Background: an optimization exercise with open tools, aiming at small area, a short achievable clock period and few clock cycles. Do not read the settings as production practice. Where RTL was checked, it was by simulation tests only, not by an equivalence proof against the original.

Setup of job 9907:
Design als_core, start of the top module:
module als_core (
    input  wire        clk,
    input  wire        rst,           
    input  wire        cmd_valid,
    input  wire [31:0] cmd_cw,
    input  wire [31:0] cmd_opd,
    output reg         busy,
    output reg         rsp_valid,
    output reg  [2:0]  rsp_status,
    output wire [31:0] rsp_result
);
    localparam [2:0] ST_OK      = 3'd0;
    localparam [2:0] ST_UNSUP   = 3'd3;
    localparam [2:0] ST_RANGE   = 3'd4;
    localparam [2:0] ST_ILLEGAL = 3'd6;
    localparam signed [42:0] D4 = 43'sd2907950166499;
    localparam signed [42:0] D3 = -43'sd346518398073;
    localparam signed [42:0] D2 = 43'sd22936832901;
    localparam signed [42:0] D1 = 43'sd2152422862;
    wire [3:0] op     = cmd_cw[3:0];
    wire [3:0] sel    = cmd_cw[7:4];
    wire [1:0] gcode  = cmd_cw[9:8];
    wire [3:0] itcode = cmd_cw[13:10];
    reg illegal;
    always @(*) begin
        illegal = 1'b0;
        if (cmd_cw[31:14] != 18'd0) illegal = 1'b1;
        case (op)
            4'd0, 4'd2: if (cmd_cw[13:8] != 6'd0 || sel[3]) illegal = 1'b1;
            4'd1: if (cmd_cw[13:8] != 6'd0 || sel[3] || cmd_opd[31:16] != 16'd0) illegal = 1'b1;
            4'd3: if (sel != 4'd0 || cmd_opd[31:16] != 16'd0) illegal = 1'b1;
            4'd4: if (sel != 4'd0) illegal = 1'b1;
            default: illegal = 1'b1;
        endcase
    end
  ...
make LEC_CHECK=0 CAP_MARGIN=20 CORE_MARGIN=2 CORE_UTILIZATION=40 SETUP_SLACK_MARGIN=4.0 SLEW_MARGIN=20 finish   # period 10.0 ns
run.sh (not shown) runs the stock make flow with config.mk's settings and CLKGATE_MAP_FILE= SYNTH_SCRIPT=/design/flow/synth_recipe.tcl, a recipe that flattens the netlist after the stock synthesis.
Testbench counts of job 9907, summed over its fixed seeds: cycles 8,288.
Setup changes, job 9907 to job 5889
==> flow/flow/run.sh (new file) <==
#!/bin/bash
# The standard layout (standard.sh, unchanged) with two settings:
# - SYNTH_ARGS=-noabc: Yosys's synth command skips its quick ABC pass, so
#   the full adders are extracted from the RTL's own carry-save trees (the
#   final ABC mapping with the flow's script still runs). Registers and
#   their names are those of the standard synthesis.
# - the port buffers are buf_4 cells instead of the default
#   clkdlybuf4s50_1 delay cells; every port is still buffered.
set -euo pipefail
export SYNTH_ARGS=-noabc
export BUFFER_PORTS_ARGS="-buffer_cell sky130_fd_sc_hd__buf_4"
bash standard.sh > standard_make.log 2>&1
==> flow/standard.sh (new file) <==
#!/bin/bash
# synth_recipe.tcl (not shown) runs the flow's synth.tcl, then flattens the netlist and writes it again
# the make line also repeats each setting of config.mk as NAME=value (left out here)
make -C /OpenROAD-flow-scripts/flow DESIGN_CONFIG=/design/flow/config.mk WORK_HOME=/design/flow/orfs CLKGATE_MAP_FILE= SYNTH_SCRIPT=/design/flow/synth_recipe.tcl "${@:-finish}"
--- a/flow/config.mk
+++ b/flow/config.mk
@@ -6,4 +6,5 @@
 export NUM_CORES = 4
 export LEC_CHECK = 0
+export ABC_AREA = 1
 export CAP_MARGIN = 20
 export CORE_MARGIN = 2
removed: flow/run.sh
Delta (job 5889 minus job 9907): xor-xnor portion of the synthesized cell area -2.0 points; met3 wire length +6.1%. Compared with job 9907, job 5889 instantiates a larger number of cells. Looking at highest metal layer with signal wires, the met4 result is from job 5889; the met5 one comes from job 9907. Job 5889 leaves more setup margin than job 9907. Changes observed in job 5889 relative to job 9907: cell area moved down, sum of met2 wire segment lengths after detailed routing went up by about 10%.
The inputs of job 5084 differ from those of job 5889 as listed below.
==> flow/flow/run.sh <==
#!/bin/bash
# The standard layout, with two changes: Yosys does not map adders to
# full-adder cells (ADDER_MAP_FILE empty, so ABC maps that logic with the
# rest), and the port buffers are buf_4 cells instead of the default
# clkdlybuf4s50_1 delay cells. Synthesis script, floorplan, power grid,
# placement, CTS and routing are standard.sh unchanged.
set -euo pipefail
export BUFFER_PORTS_ARGS="-buffer_cell sky130_fd_sc_hd__buf_4"
export ADDER_MAP_FILE=
bash standard.sh > standard_make.log 2>&1
--- a/flow/config.mk
+++ b/flow/config.mk
@@ -10,4 +10,4 @@
 export CORE_MARGIN = 2
 export CORE_UTILIZATION = 40
-export SETUP_SLACK_MARGIN = 4.0
+export SETUP_SLACK_MARGIN = 5.0
 export SLEW_MARGIN = 20
--- outcome ---
Job 5084 ended up with in2reg as its type of the setup path with the least slack; job 5889 ended up with reg2reg.
Taking job 5889 as 1.0, job 5084 lands at 1.3 on number of tap instances.
Comparing job 5889 and job 5084, the higher fraction of standard cell area that is sequential was measured on job 5889.
~same starting utilization of the core area in job 5889 and job 5084
Looking at minimum clock period, job 5084 sits below job 5889.
Max freq job 5889 -> job 5084: improved
Job 5084 — compound-gate portion of the synthesized area 1.9 points lower, job 5889 as reference
Looking at clock buffer instance count of the final layout, job 5084 sits 1 above job 5889.
In the flow results for job 5889 and job 5084, the setup slack of the most critical reg-to-reg path is larger on job 5084.
Measured against job 5889, the via count of the first global-routing pass of job 5084 comes out at 1.6 times the reference value.
--- input diff job 5084..job 2923 ---
==> flow/flow/run.sh <==
#!/bin/bash
# The standard layout (standard.sh, unchanged) with two settings:
# - SYNTH_ARGS=-noabc: Yosys's synth command skips its quick ABC pass, so
#   the full adders are extracted from the RTL's own carry-save trees (the
#   final ABC mapping with the flow's script still runs). Registers and
#   their names are those of the standard synthesis.
# - the port buffers are buf_4 cells instead of the default
#   clkdlybuf4s50_1 delay cells; every port is still buffered.
set -euo pipefail
export SYNTH_ARGS=-noabc
export BUFFER_PORTS_ARGS="-buffer_cell sky130_fd_sc_hd__buf_4"
bash standard.sh > standard_make.log 2>&1
--- a/flow/config.mk
+++ b/flow/config.mk
@@ -6,8 +6,7 @@
 export NUM_CORES = 4
 export LEC_CHECK = 0
-export ABC_AREA = 1
 export CAP_MARGIN = 20
 export CORE_MARGIN = 2
 export CORE_UTILIZATION = 40
-export SETUP_SLACK_MARGIN = 5.0
+export SETUP_SLACK_MARGIN = 4.0
 export SLEW_MARGIN = 20
Findings:
Job 2923 finished all stages; the layout is clean. Compared with job 5084, job 2923 shows synthesized cell count lower by 5,296. Where hold slack is concerned, job 5084 is outperformed by job 2923. Non-clock buffer area fraction after layout for job 2923 is higher than for job 5084. [diff] first-iteration DRC count, job 2923 relative to job 5084: improvement. Measured against each other, job 2923 and job 5084 differ in global-route wire length before repair, the lower figure coming from job 2923. Job 2923 against job 5084; routed wire length is down by more than a quarter. Taking job 5084 as the reference point, the post-synthesis adder-cell area fraction of job 2923 rises by 37 points. Count of standard-cell rows (job 2923 over job 5084): decrease, 18.

========
Starting RTL as in the previous note.
make LEC_CHECK=0 ABC_AREA=1 CAP_MARGIN=20 CORE_MARGIN=2 CORE_UTILIZATION=65 SETUP_SLACK_MARGIN=4.0 SLEW_MARGIN=20 finish   # period 10.0 ns
Stock flow here: none of the scripts above is used.
The starting point finished with timing, DRC and antenna clean.
Testbench counts at the start, summed over its fixed seeds: cycles 8,288.
==> next run, changes <==
==> flow/flow/run.sh (new file) <==
#!/bin/bash
# The standard layout (standard.sh, unchanged) with two settings:
# - SYNTH_ARGS=-noabc: Yosys's synth command skips its quick ABC pass, so
#   the full adders are extracted from the RTL's own carry-save trees (the
#   final ABC mapping with the flow's script still runs). Registers and
#   their names are those of the standard synthesis.
# - the port buffers are buf_4 cells instead of the default
#   clkdlybuf4s50_1 delay cells; every port is still buffered.
set -euo pipefail
export SYNTH_ARGS=-noabc
export BUFFER_PORTS_ARGS="-buffer_cell sky130_fd_sc_hd__buf_4"
bash standard.sh > standard_make.log 2>&1
==> flow/standard.sh (new file) <==
#!/bin/bash
# synth_recipe.tcl (not shown) runs the flow's synth.tcl, then flattens the netlist and writes it again
# the make line also repeats each setting of config.mk as NAME=value (left out here)
make -C /OpenROAD-flow-scripts/flow DESIGN_CONFIG=/design/flow/config.mk WORK_HOME=/design/flow/orfs CLKGATE_MAP_FILE= SYNTH_SCRIPT=/design/flow/synth_recipe.tcl "${@:-finish}"
Settings changed: CELL_PAD_IN_SITES_DETAIL_PLACEMENT set to 0, CELL_PAD_IN_SITES_GLOBAL_PLACEMENT set to 0, CORE_UTILIZATION 65 to 40, SETUP_SLACK_MARGIN 4.0 to 4.25.
removed: flow/run.sh
=> Synthesized area went down by 2.9%; final area goes down by 5.2%; final cell count went up by 0.56%.
==> next run, changes <==
==> flow/run.sh (new file) <==
#!/bin/bash
# synth_recipe.tcl (not shown) runs the flow's synth.tcl, then flattens the netlist and writes it again
# the make line also repeats each setting of config.mk as NAME=value (left out here)
make -C /OpenROAD-flow-scripts/flow DESIGN_CONFIG=/design/flow/config.mk WORK_HOME=/design/flow/orfs CLKGATE_MAP_FILE= SYNTH_SCRIPT=/design/flow/synth_recipe.tcl finish
Settings changed: CELL_PAD_IN_SITES_DETAIL_PLACEMENT 0 to unset, CELL_PAD_IN_SITES_GLOBAL_PLACEMENT 0 to unset.
removed: flow/flow/run.sh
removed: flow/standard.sh
After rerunning: The changed run finished clean. Routed wire length went up by 5.7%. Final cell count went up by 7.6%. Clock-buffer cell count stays the same. Register-to-register slack got worse by 30 ps. Synthesized cell count went up by 5.8%. Worst setup slack got worse by 210 ps.
==> next run, changes <==
==> flow/flow/run.sh (new file) <==
#!/bin/bash
# The standard layout (standard.sh, unchanged) with two settings:
# - SYNTH_ARGS=-noabc: Yosys's synth command skips its quick ABC pass, so
#   the full adders are extracted from the RTL's own carry-save trees (the
#   final ABC mapping with the flow's script still runs). Registers and
#   their names are those of the standard synthesis.
# - the port buffers are buf_4 cells instead of the default
#   clkdlybuf4s50_1 delay cells; every port is still buffered.
set -euo pipefail
export SYNTH_ARGS=-noabc
export BUFFER_PORTS_ARGS="-buffer_cell sky130_fd_sc_hd__buf_4"
bash standard.sh > standard_make.log 2>&1
==> flow/standard.sh (new file) <==
#!/bin/bash
# synth_recipe.tcl (not shown) runs the flow's synth.tcl, then flattens the netlist and writes it again
# the make line also repeats each setting of config.mk as NAME=value (left out here)
make -C /OpenROAD-flow-scripts/flow DESIGN_CONFIG=/design/flow/config.mk WORK_HOME=/design/flow/orfs CLKGATE_MAP_FILE= SYNTH_SCRIPT=/design/flow/synth_recipe.tcl "${@:-finish}"
removed: flow/run.sh
Result:
- worst setup slack gains 210 ps
- core utilization fell by 3.7 points
- via count fell by 5.4%
- fmax rose by 3.8%
- design area fell by about 10%
- critical path depth fell by 8
- count of clock-buffer cells in the layout is unchanged
- final cell count fell by 7.0%
==> next run, changes <==
Settings changed: SETUP_SLACK_MARGIN 4.25 to 4.5.
Cell count rises by about 1.1%.
Via count goes up by about 1.5%.
Global-route usage falls by 0.21 points.
Clock skew is lower by 4.3 ps.
Hold slack stays flat.

========
run G:
als_core, a different RTL version from the one above (not shown whole).
For scale: roughly 4900 cells after synthesis, about 99 flip-flops, roughly 100 I/O pins, about 0.033 sq mm of cells after synthesis.
Settings: LEC_CHECK=0, ABC_AREA=1, CAP_MARGIN=20, CORE_MARGIN=2, CORE_UTILIZATION=40, SETUP_SLACK_MARGIN=3, SLEW_MARGIN=20; clock period 10.0 ns.
Stock flow here: none of the scripts above is used.
Run G finished every stage and its layout cleared the timing, DRC and antenna checks.
For run X, these inputs were changed with respect to run G:
- changing SETUP_SLACK_MARGIN from 3 to 3.5
## What came out
- Run X has completed all stages; timing, DRC and antenna checks passed.
- Compared run X vs run G, and peak clock frequency supported by timing is up in run X.
- The wire length of the first global-routing pass of run X and that of run G are within noise of each other.
- Measured against each other, run G and run X differ in number of signal-net buffers in the layout, the higher figure coming from run X.
No run of this note included a check of the RTL's function; only the layout flow was run.

========
run A:
RTL: one of the versions met above, not the one the previous note started from.
Size in the first run: ~110 flip-flops, about 100 I/O pins, about 33000 µm² of cells after synthesis.
==> flow/config.mk <==
export PLATFORM = sky130hd
export DESIGN_NAME = als_core
export DESIGN_NICKNAME = als_core
export VERILOG_FILES = /design/flow/design.v
export SDC_FILE = /design/flow/constraint.sdc
export NUM_CORES = 4
export LEC_CHECK = 0
export ABC_AREA = 1
export CAP_MARGIN = 20
export CORE_MARGIN = 2
export CORE_UTILIZATION = 55
export SETUP_SLACK_MARGIN = 4.0
export SLEW_MARGIN = 20
==> flow/constraint.sdc <==
create_clock -name core_clock -period 10.0 [get_ports {clk}]
set_input_delay 2.0000 -clock core_clock [delete_from_list [all_inputs] [get_ports {clk}]]
set_output_delay 2.0000 -clock core_clock [all_outputs]
set_load 0.01 [all_outputs]
Run A has completed all stages; timing, DRC and antenna checks passed.
Testbench counts of run A, summed over its fixed seeds: cycles 8,288.
[inputs] run B vs run A
# run A
export LEC_CHECK = 0
export ABC_AREA = 1
export CAP_MARGIN = 20
export CORE_MARGIN = 2
export CORE_UTILIZATION = 55
export SETUP_SLACK_MARGIN = 4.0
export SLEW_MARGIN = 20
create_clock -name core_clock -period 10.0 [get_ports {clk}]
# run B
export LEC_CHECK = 0
export ABC_AREA = 1
export CAP_MARGIN = 20
export CORE_MARGIN = 2
export CORE_UTILIZATION = 40
export PLACE_DENSITY = 0.75
export SETUP_SLACK_MARGIN = 4.25
export SLEW_MARGIN = 20
create_clock -name core_clock -period 10.0 [get_ports {clk}]
==> flow/flow/run.sh (new file) <==
#!/bin/bash
# The standard layout (standard.sh, unchanged) with two settings:
# - SYNTH_ARGS=-noabc: Yosys's synth command skips its quick ABC pass, so
#   the full adders are extracted from the RTL's own carry-save trees (the
#   final ABC mapping with the flow's script still runs). Registers and
#   their names are those of the standard synthesis.
# - the port buffers are buf_4 cells instead of the default
#   clkdlybuf4s50_1 delay cells; every port is still buffered.
set -euo pipefail
export SYNTH_ARGS=-noabc
export BUFFER_PORTS_ARGS="-buffer_cell sky130_fd_sc_hd__buf_4"
bash standard.sh > standard_make.log 2>&1
==> flow/standard.sh (new file) <==
#!/bin/bash
# synth_recipe.tcl (not shown) runs the flow's synth.tcl, then flattens the netlist and writes it again
# the make line also repeats each setting of config.mk as NAME=value (left out here)
make -C /OpenROAD-flow-scripts/flow DESIGN_CONFIG=/design/flow/config.mk WORK_HOME=/design/flow/orfs CLKGATE_MAP_FILE= SYNTH_SCRIPT=/design/flow/synth_recipe.tcl "${@:-finish}"
removed: flow/run.sh
## What came out
Compared with run A, in run B post-synthesis sequential area ratio increased by 0.19 points relative to the old numbers.
Looking at uppermost layer routed, the met4 result is from run B; the met5 one comes from run A.
Worst path required time: run B higher than run A
Route | run B vs run A | wire shorter in run B
The number of cells produced by synthesis in run A is 1.06 times that in run B.
Area of all placed cells without fillers (lower): run B
The lower setup slack on the worst flop-to-flop path came out of run A.
From run A to run B the numbers moved as follows: area occupied by registers went up by 1.0%, cell row count up 16%, transition time at the pin with the least slew margin lower, number of cells on the worst reg-to-reg path now smaller.
The startpoint of the most critical setup path comes out cmd_opd[16] in one run and btwo[0] in the other, namely in run B and run A respectively.
Run B completed end to end with timing, DRC and antenna clean.
## Diff of input files: run C against run B
# run B
export LEC_CHECK = 0
export ABC_AREA = 1
export CAP_MARGIN = 20
export CORE_MARGIN = 2
export CORE_UTILIZATION = 40
export PLACE_DENSITY = 0.75
export SETUP_SLACK_MARGIN = 4.25
export SLEW_MARGIN = 20
create_clock -name core_clock -period 10.0 [get_ports {clk}]
# run C
export LEC_CHECK = 0
export ABC_AREA = 1
export CAP_MARGIN = 20
export CORE_MARGIN = 2
export CORE_UTILIZATION = 40
export SETUP_SLACK_MARGIN = 4.0
export SLEW_MARGIN = 20
create_clock -name core_clock -period 10.0 [get_ports {clk}]
==> flow/run.sh (new file) <==
#!/bin/bash
# synth_recipe.tcl (not shown) runs the flow's synth.tcl, then flattens the netlist and writes it again
# the make line also repeats each setting of config.mk as NAME=value (left out here)
make -C /OpenROAD-flow-scripts/flow DESIGN_CONFIG=/design/flow/config.mk WORK_HOME=/design/flow/orfs CLKGATE_MAP_FILE= SYNTH_SCRIPT=/design/flow/synth_recipe.tcl finish
removed: flow/flow/run.sh
removed: flow/standard.sh
More vias were needed by run B than by run C.
The final routed wirelength across all metal layers of run C was superior to that of run B.
Side by side, worst stage delay on the critical path turned out higher in run C than in run B.
From run B to run C the numbers moved as follows: summed area of non-filler cells in the final layout has increased, setup slack of the critical path after layout has decreased.
Going from run B to run C, count of fill cells added during filler insertion higher; data arrival time of the worst path saw an increase; share of final-layout standard cells stronger than drive strength 1 saw a decrease.
Input changes introduced in run D (baseline for comparison: run C):
# run C
export LEC_CHECK = 0
export ABC_AREA = 1
export CAP_MARGIN = 20
export CORE_MARGIN = 2
export CORE_UTILIZATION = 40
export SETUP_SLACK_MARGIN = 4.0
export SLEW_MARGIN = 20
create_clock -name core_clock -period 10.0 [get_ports {clk}]
# run D
export LEC_CHECK = 0
export ABC_AREA = 1
export CAP_MARGIN = 20
export CORE_MARGIN = 2
export CORE_UTILIZATION = 40
export SETUP_SLACK_MARGIN = 4.5
export SLEW_MARGIN = 20
create_clock -name core_clock -period 10.0 [get_ports {clk}]
Results
Relative to run C, the time the worst path needs with I/O delays and setup of run D is lower by 0.24 ns.
Run C ended up with met4 as its uppermost metal layer occupied by signal nets; run D ended up with met5.
In run D, the period utilization came out 2.4 points below the value in run C.
As far as number of slew-limit violations in the final report goes, run C and run D are indistinguishable; the numbers are identical.
For the non-clock buffer count, run D came in 199 higher than run C did.
Met1 layer usage reported by global route | run D above run C
Critical path data arrival time (higher): run C
Share of cells above drive strength 1 | run D above run C
Run D vs run C — global-route usage rose 1.2 points.

-- static timing again, ports no longer ideal --
The results above use ideal ports. As a check the final layouts listed here were re-extracted and re-timed, cells and wires unchanged. Step 1: set_driving_cell puts a clkbuf_16 on clk and a buf_2 on each other input, an assumption about the parent block. Step 2, shift: input delay + t, output delay - t, t = (earliest + latest rising clock arrival at the registers) / 2. This alone moves slack from input paths to output paths. Three values: no drivers, after step 1, after step 2; two values: the first two.
| run | t, ns | setup slack, ns | hold slack, ns | worst setup path at the end | worst register clock-pin slew, ns |
|---|---|---|---|---|---|
| job 9907 | 0.465 | 3.417 / 3.436 / 2.971 | 0.465 / 0.465 / 0.465 | input to register | 0.10 / 0.10 |
| job 5889 | 0.463 | 4.170 / 4.050 / 3.587 | 0.468 / 0.468 / 0.468 | input to register | 0.10 / 0.10 |
| job 5084 | 0.469 | 4.943 / 4.884 / 4.415 | 0.468 / 0.468 / 0.468 | input to register | 0.11 / 0.11 |
| job 2923 | 0.463 | 3.732 / 3.633 / 3.170 | 0.479 / 0.479 / 0.479 | input to register | 0.10 / 0.10 |
| the first run of note 2 | 0.466 | 3.976 / 3.999 / 3.547 | 0.471 / 0.471 / 0.471 | input to register | 0.09 / 0.09 |
| the second run of note 2 | 0.465 | 4.389 / 4.363 / 3.898 | 0.470 / 0.470 / 0.470 | input to register | 0.09 / 0.09 |
| the third run of note 2 | 0.460 | 4.177 / 4.177 / 3.718 | 0.471 / 0.471 / 0.471 | input to register | 0.10 / 0.10 |
| the fourth run of note 2 | 0.465 | 4.389 / 4.363 / 3.898 | 0.470 / 0.470 / 0.470 | input to register | 0.09 / 0.09 |
| the fifth run of note 2 | 0.460 | 4.515 / 4.443 / 3.984 | 0.467 / 0.467 / 0.467 | input to register | 0.09 / 0.09 |
| run G | 0.478 | 3.193 / 3.193 / 2.815 | 0.471 / 0.471 / 0.471 | input to register | 0.11 / 0.11 |
| run X | 0.475 | 3.633 / 3.633 / 3.256 | 0.471 / 0.471 / 0.471 | input to register | 0.11 / 0.11 |
| run A | 0.443 | 4.012 / 4.012 / 3.754 | 0.469 / 0.469 / 0.469 | input to register | 0.09 / 0.09 |
| run B | 0.450 | 4.340 / 4.253 / 3.803 | 0.470 / 0.470 / 0.470 | input to register | 0.10 / 0.10 |
| run C | 0.470 | 4.175 / 4.199 / 3.745 | 0.468 / 0.468 / 0.468 | input to register | 0.11 / 0.11 |
| run D | 0.457 | 4.418 / 4.433 / 3.976 | 0.466 / 0.466 / 0.466 | input to register | 0.10 / 0.10 |
After both steps setup and hold are still met in every run listed. For job 5889, which loses most, drivers alone change the setup slack by -0.120 ns; drivers and shift together by -0.583 ns.
